What follows belongs to an exercise in optimizing a design on an open flow for small area, a short achievable clock period and few clock cycles; a production flow would make more cautious choices. In this exercise RTL edits were held to simulation tests only and were not proved equivalent to the original.

==> flow/design.v <==
module cprq_nl (
    input  wire [31:0] a,
    input  wire        odd,
    output wire [5:0]  nz
);
    wire [30:0] x = a[30:0] ^ {31{a[31]}};
    wire [31:0] v = {1'b0, x} + {31'd0, odd & a[31]};
    wire [63:0] t;
    assign t[0] = v > (odd ? 32'd87832580 : 32'd87832511);
    assign t[1] = v > (odd ? 32'd124387688 : 32'd124387775);
    assign t[2] = v > (odd ? 32'd152557407 : 32'd152557247);
    assign t[3] = v > (odd ? 32'd176407322 : 32'd176407487);
    assign t[4] = v > (odd ? 32'd197510009 : 32'd197510207);
    assign t[5] = v > (odd ? 32'd216671479 : 32'd216671423);
    assign t[6] = v > (odd ? 32'd234369323 : 32'd234369215);
    assign t[7] = v > (odd ? 32'd250914776 : 32'd250914623);
    assign t[8] = v > (odd ? 32'd266523791 : 32'd266523839);
    assign t[9] = v > (odd ? 32'd281353350 : 32'd281353535);
    assign t[10] = v > (odd ? 32'd295522169 : 32'd295522367);
    assign t[11] = v > (odd ? 32'd309122408 : 32'd309122495);
    assign t[12] = v > (odd ? 32'd322226701 : 32'd322226879);
    assign t[13] = v > (odd ? 32'd334894795 : 32'd334894655);
    assign t[14] = v > (odd ? 32'd347175115 : 32'd347175359);
    assign t[15] = v > (odd ? 32'd359109054 : 32'd359108927);
    assign t[16] = v > (odd ? 32'd370730587 : 32'd370730687);
    assign t[17] = v > (odd ? 32'd382069781 : 32'd382069823);
    assign t[18] = v > (odd ? 32'd393151631 : 32'd393151679);
    assign t[19] = v > (odd ? 32'd403998785 : 32'd403998527);
    assign t[20] = v > (odd ? 32'd414629987 : 32'd414629951);
    assign t[21] = v > (odd ? 32'd425063202 : 32'd425063231);
    assign t[22] = v > (odd ? 32'd435313659 : 32'd435313727);
    assign t[23] = v > (odd ? 32'd445394635 : 32'd445394495);
    assign t[24] = v > (odd ? 32'd455318237 : 32'd455318207);
    assign t[25] = v > (odd ? 32'd465096178 : 32'd465095999);
    assign t[26] = v > (odd ? 32'd474738223 : 32'd474738239);
    assign t[27] = v > (odd ? 32'd484252962 : 32'd484252991);
    assign t[28] = v > (odd ? 32'd493649768 : 32'd493649855);
    assign t[29] = v > (odd ? 32'd502935669 : 32'd502935743);
    assign t[30] = v > (odd ? 32'd512117694 : 32'd512117567);
    assign t[31] = v > (odd ? 32'd521202484 : 32'd521202239);
    assign t[32] = v > (odd ? 32'd530195894 : 32'd530195903);
    assign t[33] = v > (odd ? 32'd539103783 : 32'd539103551);
    assign t[34] = v > (odd ? 32'd547930836 : 32'd547930943);
    assign t[35] = v > (odd ? 32'd556682522 : 32'd556682303);
    assign t[36] = v > (odd ? 32'd565362353 : 32'd565362623);
    assign t[37] = v > (odd ? 32'd573975408 : 32'd573975743);
    assign t[38] = v > (odd ? 32'd582525201 : 32'd582525119);
    assign t[39] = v > (odd ? 32'd591015246 : 32'd591015359);
    assign t[40] = v > (odd ? 32'd599448667 : 32'd599448767);
    assign t[41] = v > (odd ? 32'd607828978 : 32'd607828799);
    assign t[42] = v > (odd ? 32'd616158134 : 32'd616158143);
    assign t[43] = v > (odd ? 32'd624438866 : 32'd624439103);
    assign t[44] = v > (odd ? 32'd632673518 : 32'd632673599);
    assign t[45] = v > (odd ? 32'd640863262 : 32'd640863167);
    assign t[46] = v > (odd ? 32'd649008878 : 32'd649008959);
    assign t[47] = v > (odd ? 32'd657111148 : 32'd657110975);
    assign t[48] = v > (odd ? 32'd665168509 : 32'd665168831);
    assign t[49] = v > (odd ? 32'd673179400 : 32'd673179455);
    assign t[50] = v > (odd ? 32'd681138353 : 32'd681138239);
    assign t[51] = v > (odd ? 32'd689036778 : 32'd689036735);
    assign t[52] = v > (odd ? 32'd696858272 : 32'd696858431);
    assign t[53] = v > (odd ? 32'd704573938 : 32'd704573759);
    assign t[54] = v > (odd ? 32'd712122858 : 32'd712122815);
    assign t[55] = v > (odd ? 32'd719368743 : 32'd719368511);
    assign t[56] = v > (odd ? 32'd725911322 : 32'd725911487);
    assign t[57] = v > (odd ? 32'd729808987 : 32'd729809087);
    assign t[58] = v > (odd ? 32'd754974915 : 32'd754974911);
    assign t[59] = 1'b0;    
    assign t[60] = 1'b0;    
    assign t[61] = 1'b0;    
    assign t[62] = 1'b0;    
    assign t[63] = 1'b0;    
    wire [5:0] f;
    assign f[5] = t[31];
    reg b4;
    always @(*) begin
        case (f[5:5])
            1'd0: b4 = t[15];
            1'd1: b4 = t[47];
            default: b4 = 1'b0;
        endcase
    end
    assign f[4] = b4;
    reg b3;
    always @(*) begin
        case (f[5:4])
            2'd0: b3 = t[7];
            2'd1: b3 = t[23];
            2'd2: b3 = t[39];
            2'd3: b3 = t[55];
            default: b3 = 1'b0;
        endcase
    end
    assign f[3] = b3;
    reg b2;
    always @(*) begin
        case (f[5:3])
            3'd0: b2 = t[3];
            3'd1: b2 = t[11];
            3'd2: b2 = t[19];
            3'd3: b2 = t[27];
            3'd4: b2 = t[35];
            3'd5: b2 = t[43];
            3'd6: b2 = t[51];
            3'd7: b2 = t[59];
            default: b2 = 1'b0;
        endcase
    end
    assign f[2] = b2;
    reg b1;
    always @(*) begin
        case (f[5:2])
            4'd0: b1 = t[1];
            4'd1: b1 = t[5];
            4'd2: b1 = t[9];
            4'd3: b1 = t[13];
            4'd4: b1 = t[17];
            4'd5: b1 = t[21];
            4'd6: b1 = t[25];
            4'd7: b1 = t[29];
            4'd8: b1 = t[33];
            4'd9: b1 = t[37];
            4'd10: b1 = t[41];
            4'd11: b1 = t[45];
            4'd12: b1 = t[49];
            4'd13: b1 = t[53];
            4'd14: b1 = t[57];
            4'd15: b1 = t[61];
            default: b1 = 1'b0;
        endcase
    end
    assign f[1] = b1;
    reg b0;
    always @(*) begin
        case (f[5:1])
            5'd0: b0 = t[0];
            5'd1: b0 = t[2];
            5'd2: b0 = t[4];
            5'd3: b0 = t[6];
            5'd4: b0 = t[8];
            5'd5: b0 = t[10];
            5'd6: b0 = t[12];
            5'd7: b0 = t[14];
            5'd8: b0 = t[16];
            5'd9: b0 = t[18];
            5'd10: b0 = t[20];
            5'd11: b0 = t[22];
            5'd12: b0 = t[24];
            5'd13: b0 = t[26];
            5'd14: b0 = t[28];
            5'd15: b0 = t[30];
            5'd16: b0 = t[32];
            5'd17: b0 = t[34];
            5'd18: b0 = t[36];
            5'd19: b0 = t[38];
            5'd20: b0 = t[40];
            5'd21: b0 = t[42];
            5'd22: b0 = t[44];
            5'd23: b0 = t[46];
            5'd24: b0 = t[48];
            5'd25: b0 = t[50];
            5'd26: b0 = t[52];
            5'd27: b0 = t[54];
            5'd28: b0 = t[56];
            5'd29: b0 = t[58];
            5'd30: b0 = t[60];
            5'd31: b0 = t[62];
            default: b0 = 1'b0;
        endcase
    end
    assign f[0] = b0;
    wire [5:0] lim = odd ? 6'd57 : 6'd58;
    assign nz = (f > lim) ? 6'd1 : (odd ? 6'd58 - f : 6'd59 - f);
endmodule
module cprq_div3_26 (
    input  wire [25:0] x,
    output wire [25:0] q,
    output wire [1:0] r
);
    function [3:0] step;    
        input [1:0] ri;
        input [1:0] d;
        begin
            case ({ri, d})
                4'd0: step = {2'd0, 2'd0};
                4'd1: step = {2'd0, 2'd1};
                4'd2: step = {2'd0, 2'd2};
                4'd3: step = {2'd1, 2'd0};
                4'd4: step = {2'd1, 2'd1};
                4'd5: step = {2'd1, 2'd2};
                4'd6: step = {2'd2, 2'd0};
                4'd7: step = {2'd2, 2'd1};
                4'd8: step = {2'd2, 2'd2};
                4'd9: step = {2'd3, 2'd0};
                4'd10: step = {2'd3, 2'd1};
                4'd11: step = {2'd3, 2'd2};
                default: step = 4'd0;
            endcase
        end
    endfunction
    wire [1:0] rr [0:13];
    assign rr[13] = 2'd0;
    genvar i;
    generate
        for (i = 12; i >= 0; i = i - 1) begin : g_step
            wire [3:0] o = step(rr[i+1], x[2*i+1:2*i]);
            assign q[2*i+1:2*i] = o[3:2];
            assign rr[i] = o[1:0];
        end
    endgenerate
    assign r = rr[0];
endmodule
module cprq_div25_11 (
    input  wire [4:0] ri,
    input  wire [10:0] x,
    output wire [10:0] q,
    output wire [4:0] r
);
    function [5:0] step;    
        input [4:0] ri;
        input        b;
        begin
            case ({ri, b})
                6'd0: step = {1'b0, 5'd0};
                6'd1: step = {1'b0, 5'd1};
                6'd2: step = {1'b0, 5'd2};
                6'd3: step = {1'b0, 5'd3};
                6'd4: step = {1'b0, 5'd4};
                6'd5: step = {1'b0, 5'd5};
                6'd6: step = {1'b0, 5'd6};
                6'd7: step = {1'b0, 5'd7};
                6'd8: step = {1'b0, 5'd8};
                6'd9: step = {1'b0, 5'd9};
                6'd10: step = {1'b0, 5'd10};
                6'd11: step = {1'b0, 5'd11};
                6'd12: step = {1'b0, 5'd12};
                6'd13: step = {1'b0, 5'd13};
                6'd14: step = {1'b0, 5'd14};
                6'd15: step = {1'b0, 5'd15};
                6'd16: step = {1'b0, 5'd16};
                6'd17: step = {1'b0, 5'd17};
                6'd18: step = {1'b0, 5'd18};
                6'd19: step = {1'b0, 5'd19};
                6'd20: step = {1'b0, 5'd20};
                6'd21: step = {1'b0, 5'd21};
                6'd22: step = {1'b0, 5'd22};
                6'd23: step = {1'b0, 5'd23};
                6'd24: step = {1'b0, 5'd24};
                6'd25: step = {1'b1, 5'd0};
                6'd26: step = {1'b1, 5'd1};
                6'd27: step = {1'b1, 5'd2};
                6'd28: step = {1'b1, 5'd3};
                6'd29: step = {1'b1, 5'd4};
                6'd30: step = {1'b1, 5'd5};
                6'd31: step = {1'b1, 5'd6};
                6'd32: step = {1'b1, 5'd7};
                6'd33: step = {1'b1, 5'd8};
                6'd34: step = {1'b1, 5'd9};
                6'd35: step = {1'b1, 5'd10};
                6'd36: step = {1'b1, 5'd11};
                6'd37: step = {1'b1, 5'd12};
                6'd38: step = {1'b1, 5'd13};
                6'd39: step = {1'b1, 5'd14};
                6'd40: step = {1'b1, 5'd15};
                6'd41: step = {1'b1, 5'd16};
                6'd42: step = {1'b1, 5'd17};
                6'd43: step = {1'b1, 5'd18};
                6'd44: step = {1'b1, 5'd19};
                6'd45: step = {1'b1, 5'd20};
                6'd46: step = {1'b1, 5'd21};
                6'd47: step = {1'b1, 5'd22};
                6'd48: step = {1'b1, 5'd23};
                6'd49: step = {1'b1, 5'd24};
                default: step = {1'b0, 5'd0};
            endcase
        end
    endfunction
    wire [4:0] rr [0:11];
    assign rr[11] = ri;
    genvar i;
    generate
        for (i = 10; i >= 0; i = i - 1) begin : g_step
            wire [5:0] o = step(rr[i+1], x[i]);
            assign q[i]  = o[5];
            assign rr[i] = o[4:0];
        end
    endgenerate
    assign r = rr[0];
endmodule
module cprq_alt_enc (
    input  wire        present,
    input  wire [31:0] w,
    output wire [11:0] ac
);
    wire [24:0] k   = {w[31], w[31:8]} + 25'd1012 + {24'd0, w[7]};
    wire        neg = k[24];
    wire        big = !neg && (k[23:0] >= 24'd51200);
    wire [10:0] q;
    wire [4:0]  r_unused;
    cprq_div25_11 u_div (.ri(k[15:11]), .x(k[10:0]), .q(q), .r(r_unused));
    wire [10:0] idx = neg ? 11'd0 : big ? 11'd2047 : q;
    assign ac = present ? {idx[10:4], 1'b1, idx[3:0]} : 12'h000;
endmodule
module cprq_ss_cmp (
    input  wire [31:0] w,
    output wire        gt
);
    wire [30:0] x = w[30:0] ^ {31{w[31]}};    
    assign gt = (x > 31'd256000) | (w[31] & (x == 31'd256000));
endmodule
module cprq_vel_enc (
    input  wire        present,
    input  wire [31:0] w,
    input  wire        ss,
    output wire [10:0] code
);
    wire [30:0] x   = w[30:0] ^ {31{w[31]}};    
    wire        big = |x[30:20];
    wire [20:0] t   = {1'b0, x[19:0]} + (ss ? 21'd1536 : 21'd384) + {20'd0, w[31]};
    wire        sat = big | (ss ? t[20] : |t[20:18]);
    wire [9:0]  mag = sat ? 10'd1023 : (ss ? t[19:10] : t[17:8]);
    assign code = present ? {w[31], mag} : 11'h000;
endmodule
module cprq_vr_enc (
    input  wire        present,
    input  wire [31:0] w,
    output wire [9:0]  code
);
    wire [30:0] x   = w[30:0] ^ {31{w[31]}};
    wire [24:0] t   = {1'b0, x[23:0]} + 25'd24576 + {24'd0, w[31]};
    wire        sat = (|x[30:24]) | t[24] | t[23];
    wire [8:0]  mag = sat ? 9'd511 : t[22:14];
    assign code = present ? {w[31], mag} : 10'h000;
endmodule
module cprq_lat_even (
    input  wire [31:0] a,
    output wire [23:0] s,
    output wire [8:0]  er
);
    wire [25:0] y  = {a[31], a[31:7]} + 26'd1 + {25'd0, a[6]};
    wire [25:0] yb = y + 26'h1800000;                   
    wire [25:0] q;
    wire [1:0]  r;
    cprq_div3_26 u_div (.x(yb), .q(q), .r(r));
    assign s  = {~q[23], q[22:0]};                      
    assign er = {r, ~a[6], a[5:0]};                     
endmodule
module cprq_zq_mul (
    input  wire [5:0]  n,
    input  wire [31:0] w,
    output wire [28:0] u
);
    wire signed [37:0] p = $signed(w) * $signed({1'b0, n}) + 38'sd11520;
    assign u = p[37:9];
endmodule
module cprq_zq_div (
    input  wire [28:0] u,
    output wire [16:0] code
);
    wire [6:0] s5 = {3'd0, u[3:0]} + {3'd0, u[7:4]} + {3'd0, u[11:8]} + {3'd0, u[15:12]}
                  + {3'd0, u[19:16]} + {3'd0, u[23:20]} + {3'd0, u[27:24]} + {4'd0, u[28], 2'd0};
    wire [8:0] s9 = {3'd0, u[5:0]} + {3'd0, u[11:6]} + {3'd0, u[17:12]} + {3'd0, u[23:18]}
                  + {5'd0, u[27:24]} + {7'd0, u[28], 1'b0};
    wire [2:0] r5 = s5 % 7'd5;
    wire [3:0] r9 = s9 % 9'd9;
    reg  [5:0] r;
    always @(*) begin
        r = 6'd0;
        case ({r5, r9})
            {3'd0, 4'd0}: r = 6'd0;
            {3'd0, 4'd1}: r = 6'd10;
            {3'd0, 4'd2}: r = 6'd20;
            {3'd0, 4'd3}: r = 6'd30;
            {3'd0, 4'd4}: r = 6'd40;
            {3'd0, 4'd5}: r = 6'd5;
            {3'd0, 4'd6}: r = 6'd15;
            {3'd0, 4'd7}: r = 6'd25;
            {3'd0, 4'd8}: r = 6'd35;
            {3'd1, 4'd0}: r = 6'd36;
            {3'd1, 4'd1}: r = 6'd1;
            {3'd1, 4'd2}: r = 6'd11;
            {3'd1, 4'd3}: r = 6'd21;
            {3'd1, 4'd4}: r = 6'd31;
            {3'd1, 4'd5}: r = 6'd41;
            {3'd1, 4'd6}: r = 6'd6;
            {3'd1, 4'd7}: r = 6'd16;
            {3'd1, 4'd8}: r = 6'd26;
            {3'd2, 4'd0}: r = 6'd27;
            {3'd2, 4'd1}: r = 6'd37;
            {3'd2, 4'd2}: r = 6'd2;
            {3'd2, 4'd3}: r = 6'd12;
            {3'd2, 4'd4}: r = 6'd22;
            {3'd2, 4'd5}: r = 6'd32;
            {3'd2, 4'd6}: r = 6'd42;
            {3'd2, 4'd7}: r = 6'd7;
            {3'd2, 4'd8}: r = 6'd17;
            {3'd3, 4'd0}: r = 6'd18;
            {3'd3, 4'd1}: r = 6'd28;
            {3'd3, 4'd2}: r = 6'd38;
            {3'd3, 4'd3}: r = 6'd3;
            {3'd3, 4'd4}: r = 6'd13;
            {3'd3, 4'd5}: r = 6'd23;
            {3'd3, 4'd6}: r = 6'd33;
            {3'd3, 4'd7}: r = 6'd43;
            {3'd3, 4'd8}: r = 6'd8;
            {3'd4, 4'd0}: r = 6'd9;
            {3'd4, 4'd1}: r = 6'd19;
            {3'd4, 4'd2}: r = 6'd29;
            {3'd4, 4'd3}: r = 6'd39;
            {3'd4, 4'd4}: r = 6'd4;
            {3'd4, 4'd5}: r = 6'd14;
            {3'd4, 4'd6}: r = 6'd24;
            {3'd4, 4'd7}: r = 6'd34;
            {3'd4, 4'd8}: r = 6'd44;
            default: r = 6'd0;
        endcase
    end
    wire [16:0] v = u[16:0] - {11'd0, r};
    assign code = (v << 14) + (v << 12) - (v << 7) + (v << 5) + (v << 2) + v;
endmodule
module cprq_core (
    input  wire         clk,
    input  wire         rst,             
    input  wire         cmd_valid,
    output reg          cmd_ready,
    input  wire [31:0]  cmd_hdr,
    input  wire [31:0]  cmd_addr,
    input  wire [31:0]  cmd_a,
    input  wire [31:0]  cmd_b,
    input  wire [31:0]  cmd_c,
    output reg          rsp_valid,
    input  wire         rsp_ready,
    output reg  [1:0]   rsp_status,
    output reg          rsp_f0v,
    output reg          rsp_f1v,
    output reg  [111:0] rsp_frame0,
    output wire [111:0] rsp_frame1,
    output reg          crc_req_valid,
    input  wire         crc_req_ready,
    output reg  [87:0]  crc_req_msg,
    input  wire         crc_rsp_valid,
    output reg          crc_rsp_ready,
    input  wire [23:0]  crc_rsp_val
);
    localparam [1:0] OP_MKPOS = 2'b01,
                     OP_MKALT = 2'b10,
                     OP_MKVEL = 2'b11;
    localparam [4:0] TYPE_ALT = 5'd0,
                     TYPE_POS = 5'd17,
                     TYPE_VEL = 5'd19;
    localparam [2:0] P0 = 3'd0, P1 = 3'd1, P2 = 3'd2, P3 = 3'd3, P4 = 3'd4;
    reg [2:0]  ph;
    reg [6:0]  c_hdr;
    reg [23:0] c_addr;
    reg [31:0] c_a, c_b, c_c;
    reg [16:0] s_lat;       
    reg [16:0] yz_o;        
    reg [28:0] zq_r;        
    reg [5:0]  nz;
    reg        m_wait;      
    reg        m_slot;      
    reg        m_last;      
    reg [87:0] nmsg;        
    reg        n_v;
    reg        n_slot;
    reg        n_last;
    reg [58:0] f1_lo;       
    assign rsp_frame1 = {rsp_frame0[111:59] & {53{rsp_f1v}}, f1_lo};
    wire [1:0] op      = c_hdr[1:0];
    wire [1:0] variant = c_hdr[3:2];
    wire       pa      = c_hdr[4];
    wire       pb      = c_hdr[5];
    wire       pc      = c_hdr[6];
    wire       is_err  = (op == 2'b00) || (variant == 2'b11);
    wire       is_pos  = (op == OP_MKPOS) && (variant != 2'b11);
    wire [7:0] fb      = (variant == 2'b01) ? 8'h95 : 8'h92;
    wire       imf     = (variant == 2'b10);
    wire [11:0] ac;
    wire        ss, ss_a, ss_b;
    wire [10:0] ens, eew;
    wire [9:0]  evr;
    cprq_alt_enc u_alt (.present(pc), .w(c_c), .ac(ac));
    cprq_ss_cmp  u_ssa (.w(c_a), .gt(ss_a));
    cprq_ss_cmp  u_ssb (.w(c_b), .gt(ss_b));
    assign ss = (pa & ss_a) | (pb & ss_b);
    cprq_vel_enc u_ns  (.present(pa), .w(c_a), .ss(ss), .code(ens));
    cprq_vel_enc u_ew  (.present(pb), .w(c_b), .ss(ss), .code(eew));
    cprq_vr_enc  u_vr  (.present(pc), .w(c_c), .code(evr));
    wire [23:0] se_w;
    wire [8:0]  er_unused;
    cprq_lat_even u_late (.a(c_a), .s(se_w), .er(er_unused));
    wire        nl_odd = (ph == P2);
    wire [5:0]  nz_w;
    cprq_nl u_nl (.a(c_a), .odd(nl_odd), .nz(nz_w));
    wire        zq_lat = (ph == P1);
    wire [28:0] zq_u;
    cprq_zq_mul u_zq1 (.n(zq_lat ? 6'd59 : nz), .w(zq_lat ? c_a : c_b), .u(zq_u));
    wire [16:0] xz_w;
    cprq_zq_div u_zq2 (.u(zq_r), .code(xz_w));
    wire [31:0] head   = {fb, c_addr};
    wire [55:0] me_pos = {TYPE_POS, 2'b00, imf, ac, 1'b0, 1'b0, s_lat, xz_w};
    wire [55:0] me_alt = {TYPE_ALT, 2'b00, imf, ac, 1'b0, 1'b0, 34'd0};
    wire [2:0]  st     = ss ? 3'd2 : 3'd1;
    wire [55:0] me_vel = {TYPE_VEL, st, imf, 4'b0000, eew, ens, 1'b1, evr, 2'b00, 8'h00};
    wire [87:0] first_msg = {head, is_pos ? me_pos : (op == OP_MKALT) ? me_alt : me_vel};
    wire ans       = m_wait && crc_rsp_valid && crc_rsp_ready;
    wire msg_free  = !(crc_req_valid || m_wait) || ans;
    wire n_to_m    = n_v && msg_free;                        
    wire n_free    = !n_v || n_to_m;
    wire short_rdy = (ph == P1) && !is_pos && !is_err;       
    wire pos_rdy   = (ph == P3);                             
    wire c_to_m    = (short_rdy || pos_rdy) && msg_free && !n_v;
    wire c_to_n    = short_rdy && !c_to_m && n_free;
    wire odd_to_n  = (ph == P4) && n_free;
    wire err_done  = (ph == P1) && is_err && !crc_req_valid && !m_wait && !n_v && !rsp_valid;
    wire rsp_take  = rsp_valid && rsp_ready;
    wire last_ans  = ans && m_last;
    wire n_v_n     = (c_to_n || odd_to_n) || (n_v && !n_to_m);
    reg [2:0] ph_n;
    always @(*) begin
        ph_n = ph;
        case (ph)
            P0: ph_n = P0;
            P1: if (is_pos) ph_n = P2;
                else if (c_to_m || c_to_n || err_done) ph_n = P0;
            P2: ph_n = P3;
            P3: if (c_to_m) ph_n = P4;
            P4: if (odd_to_n) ph_n = P0;
            default: ph_n = P0;
        endcase
        if (cmd_valid && cmd_ready)
            ph_n = P1;
    end
    always @(posedge clk) begin
        if (rst) begin
            ph            <= P0;
            cmd_ready     <= 1'b0;
            crc_req_valid <= 1'b0;
            m_wait        <= 1'b0;
            n_v           <= 1'b0;
            rsp_valid     <= 1'b0;
            crc_rsp_ready <= 1'b0;
        end else begin
            ph        <= ph_n;
            cmd_ready <= (ph_n == P0) || ((ph_n == P4) && !n_v_n);
            if (crc_req_valid && crc_req_ready) begin
                crc_req_valid <= 1'b0;
                m_wait        <= 1'b1;
            end
            if (ans)
                m_wait <= 1'b0;
            if (n_to_m || c_to_m)
                crc_req_valid <= 1'b1;
            n_v <= n_v_n;
            if (rsp_take)
                rsp_valid <= 1'b0;
            if (last_ans || err_done)
                rsp_valid <= 1'b1;
            crc_rsp_ready <= !((last_ans || err_done) || (rsp_valid && !rsp_take));
        end
        if (cmd_valid && cmd_ready) begin
            c_hdr  <= cmd_hdr[6:0];
            c_addr <= cmd_addr[23:0];
            c_a    <= cmd_a;
            c_b    <= cmd_b;
            c_c    <= cmd_c;
        end else begin
            if (ph == P1 && is_pos) begin
                s_lat <= se_w[16:0];
                nz    <= nz_w;
                zq_r  <= zq_u;
            end
            if (ph == P2) begin
                nz    <= nz_w;
                yz_o  <= xz_w;
                zq_r  <= zq_u;
            end
            if (ph == P3 && c_to_m)
                zq_r  <= zq_u;
        end
        if (odd_to_n) begin
            nmsg[34:0] <= {1'b1, yz_o, xz_w};
            n_slot <= 1'b1;
            n_last <= 1'b1;
        end else if (c_to_n) begin
            nmsg   <= first_msg;
            n_slot <= 1'b0;
            n_last <= 1'b1;
        end
        if (n_to_m) begin
            if (!n_slot)
                crc_req_msg[87:35] <= nmsg[87:35];
            crc_req_msg[34:0] <= nmsg[34:0];
            m_slot      <= n_slot;
            m_last      <= n_last;
        end else if (c_to_m) begin
            crc_req_msg <= first_msg;
            m_slot      <= 1'b0;
            m_last      <= !is_pos;
        end
        if (ans) begin
            if (m_slot) begin
                f1_lo   <= {crc_req_msg[34:0], crc_rsp_val};
                rsp_f1v <= 1'b1;
            end else begin
                rsp_frame0 <= {crc_req_msg, crc_rsp_val};
                rsp_f0v    <= 1'b1;
                f1_lo      <= 59'd0;
                rsp_f1v    <= 1'b0;
            end
            rsp_status <= 2'b00;
        end
        if (err_done) begin
            rsp_frame0 <= 112'd0;
            f1_lo      <= 59'd0;
            rsp_f0v    <= 1'b0;
            rsp_f1v    <= 1'b0;
            rsp_status <= (op == 2'b00) ? 2'b10 : 2'b01;
        end
    end
endmodule
==> flow/flow/run.sh <==
#!/bin/bash
# Own layout flow: the standard flow (standard.sh) with
#  - synthesis through flow/synth.tcl: the standard flow's script, but ABC maps with an
#    area-recovering script at a realistic delay target; no full-adder
#    extraction and yosys's own carry-lookahead mapping (registers unchanged);
#  - timing repair aiming below the 34 ns constraint (SETUP_SLACK_MARGIN),
#    so that the achieved period is short. The SDC is the standard flow's, unchanged.
# Every tool's output goes to the ORFS logs under orfs/logs; make's own
# output goes to flow_make.log in this folder.
set -euo pipefail
W=$PWD
export FLOW_ABC_DELAY_PS=6000
bash standard.sh \
  SYNTH_SCRIPT=$W/flow/synth.tcl \
  ADDER_MAP_FILE= \
  SYNTH_OPERATIONS_ARGS=-nofsm \
  SETUP_SLACK_MARGIN=24.5 \
  finish > $W/flow_make.log 2>&1
==> flow/flow/synth.tcl <==
# The standard flow's synthesis script (synth_recipe.tcl) with one change: ABC maps with
# yosys's own area-recovering script at a realistic delay target instead of
# ORFS's fixed minimum-delay script. Registers are mapped before ABC, exactly
# as in the standard synthesis.
proc synth {args} { yosys synth -nofsm -noshare {*}$args }
proc abc {args} {
  set out {}
  set skip 0
  foreach a $args {
    if {$skip} { set skip 0; continue }
    if {$a eq "-script" || $a eq "-D"} { set skip 1; continue }
    lappend out $a
  }
  yosys abc {*}$out -D $::env(FLOW_ABC_DELAY_PS)
}
source $::env(SCRIPTS_DIR)/synth.tcl
# left out here: clear keep_hierarchy, flatten, clean up, hide names made inside functions, write 1_2_yosys.v
==> flow/standard.sh <==
#!/bin/bash
# synth_recipe.tcl (not shown) runs the flow's synth.tcl, then flattens the netlist and writes it again
# the make line also repeats each setting of config.mk as NAME=value (left out here)
make -C /OpenROAD-flow-scripts/flow DESIGN_CONFIG=/design/flow/config.mk WORK_HOME=/design/flow/orfs CLKGATE_MAP_FILE= SYNTH_SCRIPT=/design/flow/synth_recipe.tcl "${@:-finish}"
==> flow/config.mk <==
export PLATFORM = sky130hd
export DESIGN_NAME = cprq_core
export DESIGN_NICKNAME = cprq_core
export VERILOG_FILES = /design/flow/design.v
export SDC_FILE = /design/flow/constraint.sdc
export NUM_CORES = 4
export LEC_CHECK = 0
export CAP_MARGIN = 20
export CORE_MARGIN = 2
export CORE_UTILIZATION = 40
export SLEW_MARGIN = 20
==> flow/constraint.sdc <==
create_clock -name core_clock -period 34.0 [get_ports {clk}]
set_input_delay 6.8000 -clock core_clock [delete_from_list [all_inputs] [get_ports {clk}]]
set_output_delay 6.8000 -clock core_clock [all_outputs]
set_load 0.01 [all_outputs]
==> summary.txt <==
==> cells in the mapped netlist (34+ instances only) <==
master / number
xor2_1: 191
dfxtp_1: 174
a21oi_1: 333
inv_1: 131
clkbuf_1: 168
a31oi_1: 55
o22ai_1: 43
edfxtp_1: 355
nor2_1: 835
or2_2: 34
o21ai_0: 280
and2_1: 82
nand4_1: 45
nor2b_1: 54
nand2b_1: 60
o21a_1: 48
mux2i_1: 40
nor3_1: 329
nand3_1: 156
nand2_1: 646
xnor2_1: 411
maj3_1: 103
xnor3_1: 36
nor4_1: 61
a211oi_1: 39
==> sequential cells by signal, indices dropped and copies added, names as in the netlist, 2 cells and up <==
signal	flops
c_a	32
c_addr	24
c_b	32
c_c	32
c_hdr	7
crc_req_msg	78
f1_lo	59
nmsg	78
nz	6
ph	3
rsp_frame0	103
rsp_status	2
s_lat	17
yz_o	17
zq_r	29
==> area by class of cell <==
| class | count | area (µm²) | share of cell area, % |
|---|---|---|---|
| Antenna cell | 1 | 2.50 | 0.00450 |
| Clock inverter | 30 | 372 | 0.669 |
| Timing Repair inverter | 1 | 5.00 | 0.00901 |
| Timing Repair Buffer | 884 | 8200 | 14.8 |
| Multi-Input combinational cell | 4318 | 28900 | 52.1 |
| Tap cell | 1368 | 1710 | 3.08 |
| Inverter | 134 | 509 | 0.917 |
| Sequential cell | 529 | 14200 | 25.5 |
| Clock buffer | 81 | 1660 | 2.99 |
==> worst max-delay path: cells and delay by family, from the launching register on <==
| family | cells | cell delay, ns |
|---|---|---|
| adders and majority gates | 14 | 4.57 |
| AOI/OAI and AO/OA | 15 | 3.05 |
| buffers and inverters | 1 | 0.17 |
| DFF | 1 | 0.50 |
| xor gates and xnor gates | 7 | 1.97 |
| and+or+nand+nor | 8 | 1.82 |
==> stage by stage <==
step	worst slack [ns]	instances	hold WS, ns	utilization, %
after floorplan	22.26	5198	0.426	-
after global placement	19.66	6900	0.430	46.8
after detailed placement	19.72	6900	0.434	46.9
after CTS	21.78	7174	0.449	51.8
after global routing	21.16	7345	0.458	54.4
final	21.62	7346	0.446	54.4
==> cell families after synthesis <==
logic type | Yosys count | synth area share (%)
simple gates | 2402 | 26.2
compound gates | 1070 | 16.1
xor+xnor | 656 | 15.6
flops | 529 | 34.3
buf+inv | 352 | 3.53
fa+ha+maj | 116 | 2.86
mux | 53 | 1.33
other cells | 2 | 0.0182
==> how the worst max path moves through the flow <==
stage	startpoint	to	slack (ns)	cells past startpoint
after floorplan	zq_r[0]	crc_req_msg[16]	22.26	44
after global placement	c_a[31]	nz[4]	19.66	47
after detailed placement	c_a[31]	nz[4]	19.72	47
after CTS	zq_r[7]	crc_req_msg[16]	21.78	47
after global routing	zq_r[1]	crc_req_msg[16]	21.16	47
final	zq_r[6]	crc_req_msg[16]	21.62	45
==> per-layer routing <==
layer | share of wire [%] | global-route usage, % | up-vias
met3 | 10 | 7.52 | 405
met1 | 43 | 46.7 | 20800
met2 | 43 | 51.4 | 2158
li1 | - | - | 19800
met4 | 4.1 | 11.2 | 4
met5 | 0.017 | 0 | -
==> what timing repair did <==
| item | in CTS | in global routing |
|---|---|---|
| resized for setup | 332 | 290 |
| setup buffers | 157 | 168 |
| cloned | 6 | 3 |
| setup endpoints to repair | 103 | 115 |
| pin swaps | 104 | 177 |
==> metrics.md <==
| Metric | Value |
|---|---|
| Status | timing/DRC/antenna clean |
| Synth Flop Type | edfxtp_1 |
| Share of layout cells above drive strength 1 | 17.8% |
| GPL Wtd Cong | 1.08 |
| Die height | 325 µm |
| Most frequent cells in the layout | nor2_1, nand2_1, clkdlybuf4s50_1, buf_4, xnor2_1 |
| Worst r2r dst | crc_req_msg[16] |
| DP Area | 47800 µm² |
| Clk pin slew, worst setup/hold paths | 0.06 ns |
| Vias in the first global route | 39.3k |
| Post-layout minimum cycle time | 12.38 ns |
| Cell taking the most area after synthesis | edfxtp_1 |
| Deepest clock path buffer count | 3 |
| Die area | 106000 µm² |
| Worst skew pair latency | roughly 0.66 ns |
| Worst setup EP type | flip-flop |
| I/O Buffers | roughly 460 |
| Crit path max-delay cell type | or4_4 |
| WL/cell | 25.7 µm |
| Core area | 102000 µm² |
| Fraction of synthesis flops using an asynchronous set or reset pin | 0% |
| Mapped Cells | 5180 |
| Setup TNS | 0 ns |
| Nets@finish | 6117 |
| Netlist cell types | 109 |
| Req. time, crit path | roughly 34 ns |
| Hold wc startpoint | c_addr[21] |
| Worst slew pin tran | 1.23 ns |
| Worst Skew | 0.0140 ns |
| Reg2reg start | zq_r[6] |
| Synth Register Bits | 529 |
| Initial antenna violation count | 4 |
| First-pass GRT wire length | about 270 mm |
| Drt pass-1 iters | 6 |
| Hold Crit Class | reg -> reg |
| Number of enable flip-flop cells after synthesis | 355 |
| CTS Root Cell | clkbuf_16 |
| Hold depth | 0 |
| Synth-to-layout area growth | 34.8% |
| Syn Std Cell Area | 41200 µm² |
| Hold_buf cts | 0 |
| R2R Setup Slk | 21.62 ns |
| CP Max Fanout | 5 |
| Critical Path AT | roughly 13 ns |
| CTS Sinks | 529 |
| Core Rows | approximately 120 |
| I/O pin cnt | a little over 500 |
| Crit path kind | reg -> reg |
| Period utilisation layout | 36.4% |
| Fill cell count | approximately 9.4k |
| Max Freq | between 80 and 90 MHz |
| RSZ-0062 raised after global routing | yes |
| Final setup fails | 0 |
| Fin. Hold Viols | 0 |
| Critical path's most frequent cell | maj3_2 |
| Num CTS Buffers | 59 |
| H-tree depth | 2 |
| Cells on worst reg2reg path | 45 |
| Worst stage delay on the critical path | roughly 0.54 ns |
| Setup crit start kind | flip-flop |
| Largest net degree at the start of global routing | a little over 90 |
| Ys Warns | 5 |
| Syn avg cell area | 7.95 µm² |
| DIE WIDTH | 325 µm |
| Hpwl dp | 143 mm |
| GRT Util Overall | between 30 and 40% |
| Design area | between 50000 and 60000 µm² |
| Vias | 43.2k |
| Hold worst-path end | nmsg[77] |
| WL final | 189 mm |
| Top-area cell type share of the netlist area | 25.9% |
| Initial Utilization | 40.4% |
| CTS tree | done |
| Synth area leaders | edfxtp_1, xnor2_1, dfxtp_1, nor2_1, nand2_1 |
| 1st-iter DRT viols | between 4k and 5k |
| Total grt overflow | 0 |
| Sequential cell area fraction in the yosys report | 34.3% |
| # DRC | 0 |
| Slew headroom | 17.1% |
| Post-DRT Antenna Nets | 0 |
| # Max-Cap Violations | 0 |
| Slew Limit Fails | 0 |
| Vias/cell | 5.88 |
| Commonest non-fill, non-tap cell in the layout | nor2_1 |
Testbench counts, summed over its fixed seeds: cycles 4,802.

-- afterwards: timing with drivers on the ports --
How much do the figures lean on ideal ports? The routed layout below was timed once more, with nothing changed but the port constraints. Step 1 (the two cells are an assumption about what drives the block):
set clk [get_ports {clk}]
set_driving_cell -lib_cell sky130_fd_sc_hd__clkbuf_16 $clk
set_driving_cell -lib_cell sky130_fd_sc_hd__buf_2 [delete_from_list [all_inputs] $clk]
Step 2 moves the port delays by t, midway between the first and last clock arrival at a register: inputs arrive t later, outputs are due t later. That takes back most of the time a late clock gives input paths. Three values: no drivers, after step 1, after step 2; two values: the first two.
t (ns): 0.720
setup slack, ns: 21.615 / 21.615 / 21.615
worst setup path after step 2: register to register
After both steps setup and hold are still met in this run. The setup slack of this run moves by 0.000 ns with the drivers and by 0.000 ns with both steps.
